This is an optimization exercise on Yosys and OpenROAD, whose aim is small area, not a production implementation.
The RTL was checked by simulation tests, not by an equivalence proof against the original design.
The flow treats the clock pin as an ideal source. Dropping or thinning the clock tree relies on that and would not hold on a real chip.
Power is estimated from default activity; no workload was simulated.

// daisy_core
module daisy_core (
    input  wire       clk,
    input  wire       rst,
    input  wire       op_valid,
    input  wire [3:0] op,
    output wire       cmd_ready,
    output wire       rx_active,
    output wire       hop_request,
    output reg        rdata_valid,
    output wire [7:0] rdata,
    output reg        radio_req,
    output wire       radio_channel,
    output reg        sink_byte_valid,
    output wire [7:0] sink_byte,
    output reg        sink_commit,
    output reg        sink_begin,
    output wire       sink_begin_chan
);
Size: about 310 cells after synthesis, roughly 33 I/O pins, about 0.0030 sq mm of cells after synthesis.
export LEC_CHECK = 0
export CAP_MARGIN = 20
export CORE_MARGIN = 2
export CORE_UTILIZATION = 40
export SLEW_MARGIN = 20
create_clock -name core_clock -period 5.0 [get_ports {clk}]
standard.sh (not shown) runs the stock make flow with config.mk's settings and CLKGATE_MAP_FILE= SYNTH_SCRIPT=/design/flow/synth_recipe.tcl, a recipe that flattens the netlist after the stock synthesis.
==> flow/flow/run.sh <==
#!/bin/bash
set -euo pipefail
bash standard.sh synth > synth.log 2>&1
bash standard.sh finish \
  "BUFFER_PORTS_ARGS=-buffer_cell sky130_fd_sc_hd__buf_1" \
  "CTS_ARGS=-sink_clustering_enable -sink_clustering_size 80 -sink_clustering_max_diameter 300 -repair_clock_nets -dont_use_dummy_load -buf_list sky130_fd_sc_hd__clkbuf_8" \
  > layout.log 2>&1
Next try:
==> flow/run.sh (new file) <==
#!/bin/bash
# synth_recipe.tcl (not shown) runs the flow's synth.tcl, then flattens the netlist and writes it again
# the make line also repeats each setting of config.mk as NAME=value (left out here)
make -C /OpenROAD-flow-scripts/flow DESIGN_CONFIG=/design/flow/config.mk WORK_HOME=/design/flow/orfs CLKGATE_MAP_FILE= SYNTH_SCRIPT=/design/flow/synth_recipe.tcl finish
removed: flow/flow/run.sh
removed: flow/standard.sh
Outcome: Count of clock-buffer cells in the layout grows by 1. Via count is higher by 1.4%. Hold slack hardly moves. Worst setup slack got worse by 570 ps. Power goes up by 6.9%. Core utilization goes up by 3.2 points.
Next try:
==> flow/flow/run.sh (new file) <==
#!/bin/bash
set -euo pipefail
bash standard.sh synth > synth.log 2>&1
bash standard.sh finish \
  "BUFFER_PORTS_ARGS=-buffer_cell sky130_fd_sc_hd__buf_1" \
  "CTS_ARGS=-sink_clustering_enable -repair_clock_nets -dont_use_dummy_load -buf_list sky130_fd_sc_hd__clkbuf_4 -root_buf sky130_fd_sc_hd__clkbuf_8" \
  > layout.log 2>&1
==> flow/standard.sh (new file) <==
#!/bin/bash
# synth_recipe.tcl (not shown) runs the flow's synth.tcl, then flattens the netlist and writes it again
# the make line also repeats each setting of config.mk as NAME=value (left out here)
make -C /OpenROAD-flow-scripts/flow DESIGN_CONFIG=/design/flow/config.mk WORK_HOME=/design/flow/orfs CLKGATE_MAP_FILE= SYNTH_SCRIPT=/design/flow/synth_recipe.tcl "${@:-finish}"
removed: flow/run.sh
The new run finished with timing, DRC and antenna clean.
Routed wire length goes down by 3.5%.
Worst setup slack gets better by 570 ps.
Cell count is lower by 1.6%.
Design area falls by 6.6%.
Next try:
==> flow/flow/run.sh (replaced) <==
#!/bin/bash
# Layout flow: the standard flow (standard synthesis unchanged), with
# smaller port buffers and a clock tree without dummy loads.
set -euo pipefail
bash standard.sh synth > synth.log 2>&1
bash standard.sh finish \
  "BUFFER_PORTS_ARGS=-buffer_cell sky130_fd_sc_hd__buf_1" \
  "CTS_ARGS=-sink_clustering_enable -repair_clock_nets -dont_use_dummy_load" \
  > layout.log 2>&1
The new run finished clean.
Sequential cell count stays the same.
Synthesized area does not change.
Register-to-register slack is about the same.
Die area does not change.
Hold slack stays the same.
Total power stays the same.
Next try:
==> flow/flow/run.sh (replaced) <==
#!/bin/bash
set -euo pipefail
bash standard.sh synth > synth.log 2>&1
bash standard.sh finish \
  "BUFFER_PORTS_ARGS=-buffer_cell sky130_fd_sc_hd__buf_1" \
  "CTS_ARGS=-sink_clustering_enable -repair_clock_nets -dont_use_dummy_load -buf_list sky130_fd_sc_hd__clkbuf_4 -root_buf sky130_fd_sc_hd__clkbuf_4 -tree_buf sky130_fd_sc_hd__clkbuf_4" \
  > layout.log 2>&1
Effect: Sequential share of layout area rose by 0.79 points; global-route usage fell by 0.18 points; critical path depth is unchanged; setup slack improves by 69 ps; clock skew rose by 15 ps; design area fell by 1.7%; routed wire length fell by 0.92%; combinational power is about the same.

* * *

The RTL this note starts from:
==> flow/design.v <==
module daisy_core (
    input  wire       clk,
    input  wire       rst,
    input  wire       op_valid,
    input  wire [3:0] op,
    output wire       cmd_ready,
    output wire       rx_active,
    output wire       hop_request,
    output reg        rdata_valid,
    output wire [7:0] rdata,
    output reg        radio_req,
    output wire       radio_channel,
    output reg        sink_byte_valid,
    output wire [7:0] sink_byte,
    output wire       sink_commit,
    output reg        sink_begin,
    output wire       sink_begin_chan
);
    localparam [2:0] PH_OFF      = 3'd0;
    localparam [2:0] PH_WAITPRE  = 3'd2;
    localparam [2:0] PH_WAITSTA  = 3'd3;
    localparam [2:0] PH_PREFETCH = 3'd4;
    localparam [2:0] PH_PAYLOAD  = 3'd5;
    localparam [2:0] PH_HOP      = 3'd6;
    reg [2:0]  phase;
    reg [15:8] win;        
    reg [7:0]  acc;        
    reg [9:0]  cnt;
    reg [2:0]  ones;
    reg [15:0] crc;
    reg        prev_enc;
    reg        channel;
    reg [2:0]  err;
    reg [5:0]  tag;
    reg        waiting;
    reg [1:0]  sel;        
    wire ph_wp  = ~phase[2] &  phase[1] & ~phase[0];
    wire ph_ws  =  phase[1] &  phase[0];
    wire ph_pf  =  phase[2] & ~phase[1] & ~phase[0];
    wire ph_pl  =  phase[2] &  phase[0];
    wire ph_hop =  phase[2] &  phase[1];
    wire is_bit  = op_valid & (op[3:1] == 3'b000);
    wire task_ok = op_valid & ~waiting;
    wire rdone   = op_valid & (op == 4'h5) & waiting;
    wire op_stop = task_ok & (op == 4'h3);
    wire op_read = task_ok & (op[3:2] == 2'b10);
    wire hop_go  = task_ok & (op == 4'h4) & ph_hop;
    wire req     = (task_ok & (op == 4'h2)) | hop_go;
    wire d      = ~(prev_enc ^ op[0]);
    wire b      = win[8];
    wire flag_n = ({d, win[15:9]} == 8'h7E);
    wire pre_n  = ({d, win[15:9]} == 8'h55) & ({win[8], acc[7:1]} == 8'h55);
    wire c_lo7  = (cnt[2:0] == 3'd7);
    wire c_15   = cnt[4] | (cnt[3] & c_lo7);                  
    wire c_5    = cnt[4] | cnt[3] | (cnt[2] & (cnt[1] | cnt[0]));  
    wire c_1020 = &cnt[9:2];                      
    wire stuff_due = ones[2] & ~ones[1];                     
    wire pl_bit    = is_bit & ph_pl;
    wire stuff_err = pl_bit & stuff_due & b;
    wire pl_go     = pl_bit & ~(stuff_due & b);
    wire data_step = pl_bit & ~stuff_due;
    wire end_flag  = pl_go & flag_n;
    wire noend     = data_step & ~flag_n & c_1020;
    reg  flag_seen;                                          
    wire crc_ok    = (crc == 16'hF0B8);
    wire wp_match   = is_bit & ph_wp & c_15 & pre_n;
    wire wp_hop     = is_bit & ph_wp & c_5 & (d == win[15]);    
    wire ws_flag    = is_bit & ph_ws & flag_n;
    wire ws_timeout = is_bit & ph_ws & ~flag_n & c_15;
    wire pf_end     = is_bit & ph_pf & c_lo7;
    wire do_reset = rdone | ws_timeout | stuff_err | end_flag | noend;
    wire cnt_clr  = do_reset | wp_match | ws_flag | pf_end;
    wire        shift_en = is_bit & ~(ph_pl & stuff_due);
    wire        cnt_inc  = shift_en;
    wire        fb       = b ^ crc[0];
    wire        fb_pl    = ph_pl & fb;
    wire [15:0] crc_n    = {~ph_pl | fb, crc[15:1]} ^ {5'b00000, fb_pl, 6'b000000, fb_pl, 3'b000};
    assign cmd_ready       = ~waiting;
    assign rx_active       = phase[2] | phase[1];
    assign hop_request     = ph_hop & ~waiting;
    assign radio_channel   = channel;
    assign sink_begin_chan = channel;
    assign sink_byte       = acc;
    assign sink_commit     = flag_seen & crc_ok;
    assign rdata = {sink_begin, radio_req,
                    (sel == 2'd2) ? tag[5:3] : 3'b000,
                    (sel == 2'd0) ? phase :
                    (sel == 2'd1) ? {2'b00, channel} :
                    (sel == 2'd2) ? tag[2:0] : err};
    reg [2:0] phase_n;
    always @* begin
        phase_n = phase;
        if (op_stop)         phase_n = PH_OFF;
        if (wp_match)        phase_n = PH_WAITSTA;
        if (wp_hop)          phase_n = PH_HOP;
        if (ws_flag)         phase_n = PH_PREFETCH;
        if (pf_end)          phase_n = PH_PAYLOAD;
        if (do_reset)        phase_n = PH_WAITPRE;
    end
    reg [2:0] err_n;
    always @* begin
        err_n = (rdata_valid && sel == 2'd3) ? 3'd0 : err;
        if (ws_timeout)             err_n = 3'd1;
        if (stuff_err)              err_n = 3'd2;
        if (noend)                  err_n = 3'd3;
        if (flag_seen && !crc_ok)   err_n = 3'd4;
    end
    always @(posedge clk) begin
        sel <= op[1:0];
        if (is_bit)
            win <= {d, win[15:9]};
        if (shift_en)
            acc <= {b, acc[7:1]};
        if (cnt_clr)
            cnt <= 10'd0;
        else if (cnt_inc)
            cnt <= cnt + 10'd1;
        if (is_bit)
            ones <= (ph_pl & b) ? {ones[1:0], ~ones[2]} : 3'b000;
        if (shift_en)
            crc <= crc_n;
        if (rst) begin
            phase    <= PH_OFF;
            prev_enc <= 1'b0;
            channel  <= 1'b0;
            err      <= 3'd0;
            tag      <= 6'd0;
            waiting  <= 1'b0;
            rdata_valid     <= 1'b0;
            radio_req       <= 1'b0;
            sink_byte_valid <= 1'b0;
            flag_seen       <= 1'b0;
            sink_begin      <= 1'b0;
        end else begin
            phase <= phase_n;
            if (is_bit)
                prev_enc <= op[0];
            if (hop_go)
                channel <= ~channel;
            err <= err_n;
            if (pf_end)
                tag <= {d, win[15:11]};
            if (req)
                waiting <= 1'b1;
            else if (rdone)
                waiting <= 1'b0;
            rdata_valid     <= op_read;
            radio_req       <= req;
            sink_byte_valid <= data_step & c_lo7;
            flag_seen       <= end_flag;
            sink_begin      <= do_reset;
        end
    end
endmodule
export LEC_CHECK = 0
export CAP_MARGIN = 20
export CORE_MARGIN = 2
export CORE_UTILIZATION = 40
export SLEW_MARGIN = 20
create_clock -name core_clock -period 5.0 [get_ports {clk}]
==> flow/flow/run.sh <==
#!/bin/bash
# Layout flow: the standard flow with the standard synthesis unchanged;
# port buffers are buf_1, and the clock tree is built by flow/pre_cts.tcl.
set -euo pipefail
bash standard.sh synth > synth.log 2>&1
bash standard.sh finish \
  "BUFFER_PORTS_ARGS=-buffer_cell sky130_fd_sc_hd__buf_1" \
  "PRE_CTS_TCL=$PWD/flow/pre_cts.tcl" \
  > layout.log 2>&1
==> flow/flow/pre_cts.tcl <==
# Clock distribution for a small design: the clock port drives NCLUSTERS
# clock buffers directly, each placed at the centroid of one cluster of
# register clock pins and driving that cluster. Clusters are balanced
# k-means clusters of the placed clock pins (at most ceil(n/k) pins each).
# A buffer whose estimated clock-pin slew is high is upsized. This replaces
# TritonCTS's H-tree: clock_tree_synthesis becomes a no-op below.
set nclusters 4
set bufcell sky130_fd_sc_hd__clkbuf_8
set bigcell sky130_fd_sc_hd__clkbuf_16
set slew_limit_ps 122.0
set block [ord::get_db_block]
set dbu [$block getDbUnitsPerMicron]
set clknet [$block findNet clk]
set pins {}
set xs {}
set ys {}
foreach it [$clknet getITerms] {
  set inst [$it getInst]
  set bb [$inst getBBox]
  lappend pins "[$inst getName]/[[$it getMTerm] getName]"
  lappend xs [expr {([$bb xMin] + [$bb xMax]) / 2.0 / $dbu}]
  lappend ys [expr {([$bb yMin] + [$bb yMax]) / 2.0 / $dbu}]
}
set n [llength $pins]
set cap [expr {($n + $nclusters - 1) / $nclusters}]
# initial centres: sinks spread along the sorted angle around the centroid
set mx 0.0
set my 0.0
for {set i 0} {$i < $n} {incr i} {
  set mx [expr {$mx + [lindex $xs $i] / $n}]
  set my [expr {$my + [lindex $ys $i] / $n}]
}
set order [lsort -real -indices [lmap x $xs y $ys {expr {atan2($y - $my, $x - $mx)}}]]
set cx {}
set cy {}
for {set k 0} {$k < $nclusters} {incr k} {
  set i [lindex $order [expr {int(($k + 0.5) * $n / $nclusters)}]]
  lappend cx [expr {($mx + [lindex $xs $i]) / 2.0}]
  lappend cy [expr {($my + [lindex $ys $i]) / 2.0}]
}
for {set iter 0} {$iter < 30} {incr iter} {
  # balanced assignment: nearest free centre, closest pairs first
  set pairs {}
  for {set i 0} {$i < $n} {incr i} {
    for {set k 0} {$k < $nclusters} {incr k} {
      set dd [expr {abs([lindex $xs $i] - [lindex $cx $k]) + abs([lindex $ys $i] - [lindex $cy $k])}]
      lappend pairs [list $dd $i $k]
    }
  }
  set pairs [lsort -real -index 0 $pairs]
  set assign [lrepeat $n -1]
  set used [lrepeat $nclusters 0]
  foreach p $pairs {
    lassign $p dd i k
    if {[lindex $assign $i] >= 0 || [lindex $used $k] >= $cap} { continue }
    lset assign $i $k
    lset used $k [expr {[lindex $used $k] + 1}]
  }
  set ncx {}
  set ncy {}
  for {set k 0} {$k < $nclusters} {incr k} {
    set sx 0.0; set sy 0.0; set m 0
    for {set i 0} {$i < $n} {incr i} {
      if {[lindex $assign $i] == $k} {
        set sx [expr {$sx + [lindex $xs $i]}]
        set sy [expr {$sy + [lindex $ys $i]}]
        incr m
      }
    }
    if {$m > 0} {
      lappend ncx [expr {$sx / $m}]
      lappend ncy [expr {$sy / $m}]
    } else {
      lappend ncx [lindex $cx $k]
      lappend ncy [lindex $cy $k]
    }
  }
  set cx $ncx
  set cy $ncy
}
set bufs {}
for {set k 0} {$k < $nclusters} {incr k} {
  set loads {}
  for {set i 0} {$i < $n} {incr i} {
    if {[lindex $assign $i] == $k} { lappend loads [get_pins [lindex $pins $i]] }
  }
  if {[llength $loads] == 0} { continue }
  puts "clock buffer $k at [lindex $cx $k] [lindex $cy $k] drives [llength $loads] clock pins"
  set buf [insert_buffer -buffer_cell $bufcell -net clk -load_pins $loads \
    -location [list [lindex $cx $k] [lindex $cy $k]] \
    -buffer_name clkbuf_leaf_$k -net_name clk_leaf_$k]
  lappend bufs [get_full_name $buf]
}
set_propagated_clock [all_clocks]
estimate_parasitics -placement
foreach b $bufs {
  set worst 0.0
  foreach pin [get_pins -of_objects [get_nets -of_objects [get_pins $b/X]] -filter "direction == input"] {
    foreach a {slew_max_rise slew_max_fall} {
      set s [get_property $pin $a]
      if {[string is double -strict $s] && $s > $worst} { set worst $s }
    }
  }
  # slews are in the library's time unit, ns
  puts "clock buffer $b: estimated clock-pin slew $worst ns"
  if {$worst > $slew_limit_ps / 1000.0} {
    puts "clock buffer $b: upsized to $bigcell"
    replace_cell [get_cells $b] $bigcell
  }
}
proc clock_tree_synthesis {args} { puts "clock_tree_synthesis skipped: clock buffers inserted by pre_cts.tcl" }
Edit:
==> flow/flow/downsize.tcl (new file) <==
# Area recovery after placement: every combinational cell takes the smallest
# drive strength of its own function (the design has ample setup slack), then
# repair_design fixes any slew, capacitance or fanout limit this breaks.
proc my_cell_area {name} {
  return [get_property [lindex [get_lib_cells $name] 0] area]
}
set ndown 0
set saved 0.0
foreach inst [get_cells *] {
  set m [get_property $inst ref_name]
  if {![regexp {^(sky130_fd_sc_hd__[a-z0-9]+)_([0-9]+)$} $m -> base sz]} { continue }
  if {[regexp {__(e?df|dl|tap|fill|decap|conb|clkbuf|clkinv|clkdly)} $base]} { continue }
  set best $m
  set barea [my_cell_area $m]
  set area0 $barea
  foreach lc [get_lib_cells ${base}_*] {
    set n [get_name $lc]
    if {![regexp "^${base}_\[0-9\]+\$" $n]} { continue }
    set a [my_cell_area $n]
    if {$a < $barea} { set best $n; set barea $a }
  }
  if {$best ne $m} {
    if {![catch {replace_cell $inst $best}]} {
      incr ndown
      set saved [expr {$saved + $area0 - $barea}]
    }
  }
}
puts "downsized $ndown cells, [format %.1f $saved] um2"
estimate_parasitics -placement
repair_design
--- a/flow/flow/pre_cts.tcl
+++ b/flow/flow/pre_cts.tcl
@@ -6,0 +7,2 @@
+source [file join [file dirname [info script]] downsize.tcl]
+
Effect: The new run ran to the end with no violations; flip-flop and latch count stays the same; total power is lower by 0.31%; cell area is lower by 0.85%; combinational power is lower by about 1%; wire length is lower by 0.63%; clock power stays flat; die area does not change.
No run of this note takes its clock network from TritonCTS; it comes from the design's own scripts or RTL.

==> separate check: timing with driven ports <==
The results above use ideal ports. As a check the final layouts listed here were re-extracted and re-timed, cells and wires unchanged. Step 1: set_driving_cell puts a clkbuf_16 on clk and a buf_2 on each other input, an assumption about the parent block. Step 2, shift: input delay + t, output delay - t, t = (earliest + latest rising clock arrival at the registers) / 2. This alone moves slack from input paths to output paths. Slacks: ideal ports / drivers / drivers and shift; pairs: ideal ports / drivers.
| run | t, ns | setup WS [ns] | clock arrival spread, ns | worst register clock-pin slew, ns | worst slew at a driven data input, ns |
|---|---|---|---|---|---|
| the first run of note 1 | 0.353 | 2.110 / 2.118 / 1.766 | 0.027 / 0.027 | 0.07 / 0.07 | 0.03 |
| the second run of note 1 | 0.361 | 1.538 / 1.548 / 1.186 | 0.007 / 0.007 | 0.07 / 0.07 | 0.03 |
| the third run of note 1 | 0.353 | 2.110 / 2.118 / 1.766 | 0.027 / 0.027 | 0.07 / 0.07 | 0.03 |
| the fourth run of note 1 | 0.353 | 2.110 / 2.118 / 1.766 | 0.027 / 0.027 | 0.07 / 0.07 | 0.03 |
| the fifth run of note 1 | 0.419 | 2.178 / 2.185 / 1.766 | 0.042 / 0.042 | 0.11 / 0.11 | 0.03 |
| the first run of note 2 | 0.220 | 1.838 / 1.875 / 1.656 | 0.015 / 0.015 | 0.12 / 0.12 | 0.03 |
| the second run of note 2 | 0.218 | 1.281 / 1.318 / 1.099 | 0.014 / 0.015 | 0.11 / 0.11 | 0.03 |
After both steps setup and hold are still met in every run listed. For the fifth run of note 1, which loses most, drivers alone change the setup slack by +0.007 ns; drivers and shift together by -0.412 ns.
